What follows belongs to an exercise in optimizing a design on an open flow for small area, a short achievable clock period and few clock cycles; a production flow would make more cautious choices. In this exercise RTL edits were held to simulation tests only and were not proved equivalent to the original. Power is estimated from default activity; no workload was simulated. The clock port is modelled as an ideal driver; clocking choices that lean on that would not hold on a real chip.

== v2 ==
Design frx_rx, start of the top module:
module frx_rx (
    input  wire        clk,
    input  wire        rst,           
    input  wire        in_valid,
    input  wire [7:0]  in_data,
    input  wire        in_last,
    output wire        in_ready,
    output wire        out_valid,
    output wire [7:0]  out_data,
    output wire        out_last,
    input  wire        out_ready,
    output wire [31:0] bytes_read,
    output wire [31:0] bytes_invalid,
    output wire        idle
);
export LEC_CHECK = 0
export CAP_MARGIN = 20
export CORE_MARGIN = 2
export CORE_UTILIZATION = 65
export SLEW_MARGIN = 20
export SYNTH_MEMORY_MAX_BITS = 16384
create_clock -name core_clock -period 12.0 [get_ports {clk}]
standard.sh (not shown) runs the stock make flow with config.mk's settings and CLKGATE_MAP_FILE= SYNTH_SCRIPT=/design/flow/synth_recipe.tcl, a recipe that flattens the netlist after the stock synthesis.
==> flow/flow/run.sh <==
#!/bin/bash
# The standard layout (the standard.sh: unchanged synthesis, floorplan,
# placement, CTS and routing) with two changes in how it is made:
#  - timing repair is asked to leave more setup slack than the default, so the
#    resizer also works on paths that already meet the clock period;
#  - clock tree synthesis clusters up to 30 sinks within 70 um per leaf buffer
#    and inserts no dummy loads.
set -euo pipefail
export SETUP_SLACK_MARGIN=8.4
export CTS_ARGS="-sink_clustering_enable -repair_clock_nets -dont_use_dummy_load -sink_clustering_size 30 -sink_clustering_max_diameter 70"
bash standard.sh > standard_flow.log 2>&1
Testbench counts of v2, summed over its fixed seeds: cycles 98,240.
What v1 does differently from v2 at the input level:
-- flow/config.mk --
<<< v2, line 12
export SYNTH_MEMORY_MAX_BITS = 16384
>>> v1, line 12
export SYNTH_MEMORY_MAX_BITS = 16384
export TNS_END_PERCENT = 20
v1 completed end to end with timing, DRC and antenna clean.
Looking at v1 and v2, the synthesis-to-finish area growth is a wash.
Looking at v1 and v2, the final core area utilization is a wash.
The worst-case headroom to the max-slew limit of v1 exceeds that of v2 by 2.1 points.
v1 vs. v2: total power neither gained nor lost much, final area roughly the same, share of the final layout cell area in sequential cells did not really move.
Comparing v1 and v2, the lower via count was measured on v1.
v1 vs v2: fmax down
Clock power of v2 is on par with v1.
In the metrics for v1 and v2, the one carrying the higher antenna cell count is v1.
Non-clock buffer count in the final layout is lower on v1
What v53 does differently from v1 at the input level:
-- flow/flow/run.sh --
<<< v1, line 8
set -euo pipefail
export SETUP_SLACK_MARGIN=8.4
export CTS_ARGS="-sink_clustering_enable -repair_clock_nets -dont_use_dummy_load -sink_clustering_size 30 -sink_clustering_max_diameter 70"
>>> v53, line 8
set -euo pipefail
export SETUP_SLACK_MARGIN=8.3
export CTS_ARGS="-sink_clustering_enable -repair_clock_nets -dont_use_dummy_load -sink_clustering_size 30 -sink_clustering_max_diameter 70"
-- flow/config.mk --
<<< v1, line 12
export SYNTH_MEMORY_MAX_BITS = 16384
export TNS_END_PERCENT = 20
>>> v53, line 12
export SYNTH_MEMORY_MAX_BITS = 16384
==> notes.md <==
Compared with v1, v53 shows routed wire length higher by about 0.5%. The setup slack was comparable across v53 and v1. Diff v1..v53 | deepest level of the CTS H-tree | unchanged. In terms of final period demand of the worst path, v53 and v1 differ only marginally. Diff v1..v53 | final core utilization | negligible. As far as total stage count of the critical path goes, v1 and v53 are indistinguishable; the numbers are identical. From v1 to v53 the numbers moved as follows: portion of total power attributed to the clock network comparable; synthesis-to-finish area growth now smaller.

## old
frx_rx, a different RTL version from the one above (not shown whole).
Size in the first run: roughly 3500 cells after synthesis, roughly 89 I/O pins, ~57000 um2 of cells after synthesis.
Settings: LEC_CHECK=0, CAP_MARGIN=20, CORE_MARGIN=2, CORE_UTILIZATION=65, SLEW_MARGIN=20, SYNTH_MEMORY_MAX_BITS=16384; clock period 12.0 ns.
==> flow/flow/run.sh <==
#!/bin/bash
# The standard layout (the standard.sh: unchanged synthesis, floorplan,
# placement, CTS and routing) with two changes in how it is made:
#  - timing repair is asked to leave more setup slack than the default, so the
#    resizer also works on paths that already meet the clock period;
#  - clock tree synthesis clusters up to 30 sinks within 70 um per leaf buffer
#    and inserts no dummy loads.
set -euo pipefail
export SETUP_SLACK_MARGIN=8.4
export CTS_ARGS="-sink_clustering_enable -repair_clock_nets -dont_use_dummy_load -sink_clustering_size 30 -sink_clustering_max_diameter 70"
bash standard.sh > standard_flow.log 2>&1
The flow did not stop early for old: all stages ran, and the layout cleared the timing, DRC and antenna checks.
Testbench counts of old, summed over its fixed seeds: cycles 98,274.
For new, these inputs were changed with respect to old:
-- flow/flow/run.sh --
<<< old, line 8
set -euo pipefail
export SETUP_SLACK_MARGIN=8.4
export CTS_ARGS="-sink_clustering_enable -repair_clock_nets -dont_use_dummy_load -sink_clustering_size 30 -sink_clustering_max_diameter 70"
>>> new, line 8
set -euo pipefail
export SETUP_SLACK_MARGIN=8.6
export CTS_ARGS="-sink_clustering_enable -repair_clock_nets -dont_use_dummy_load -sink_clustering_size 30 -sink_clustering_max_diameter 70"
Findings:
The internal power summed over all cells of new and that of old are within noise of each other. Fmax: new above old. Half-perimeter wire length of the detailed placement result for new: about 2.2% up relative to old. Sequential share of layout area: new vs old down 0.73 points. Number of routed nets with antenna violations came out exactly the same in new and old. new: via count 106 above old.

-- afterwards: timing with drivers on the ports --
The results above use ideal ports. As a check the final layouts listed here were re-extracted and re-timed, cells and wires unchanged. Step 1 assumes that a clkbuf_16 drives the clock port and a buf_2 every other input. Step 2 times the ports against the registers' clock, not the clock port: input delays grow and output delays shrink by t, the midpoint of the rising clock arrivals with the driver on. Slacks: ideal ports / drivers / drivers and shift; pairs: ideal ports / drivers.
run	shift t [ns]	setup slack, ns	worst setup path after step 2	latest minus earliest clock arrival (ns)	worst data-port slew with drivers (ns)
v2	0.691	8.387 / 8.327 / 7.823	input to register	0.114 / 0.114	0.07
v1	0.703	8.347 / 8.281 / 7.678	input to register	0.069 / 0.069	0.06
v53	0.712	8.350 / 8.282 / 7.729	input to register	0.106 / 0.106	0.06
old	0.705	8.388 / 8.326 / 7.842	input to register	0.092 / 0.092	0.06
new	0.701	8.448 / 8.384 / 7.981	input to register	0.107 / 0.107	0.12
After both steps setup and hold are still met in every run listed. For v1, which loses most, drivers alone change the setup slack by -0.066 ns; drivers and shift together by -0.669 ns.
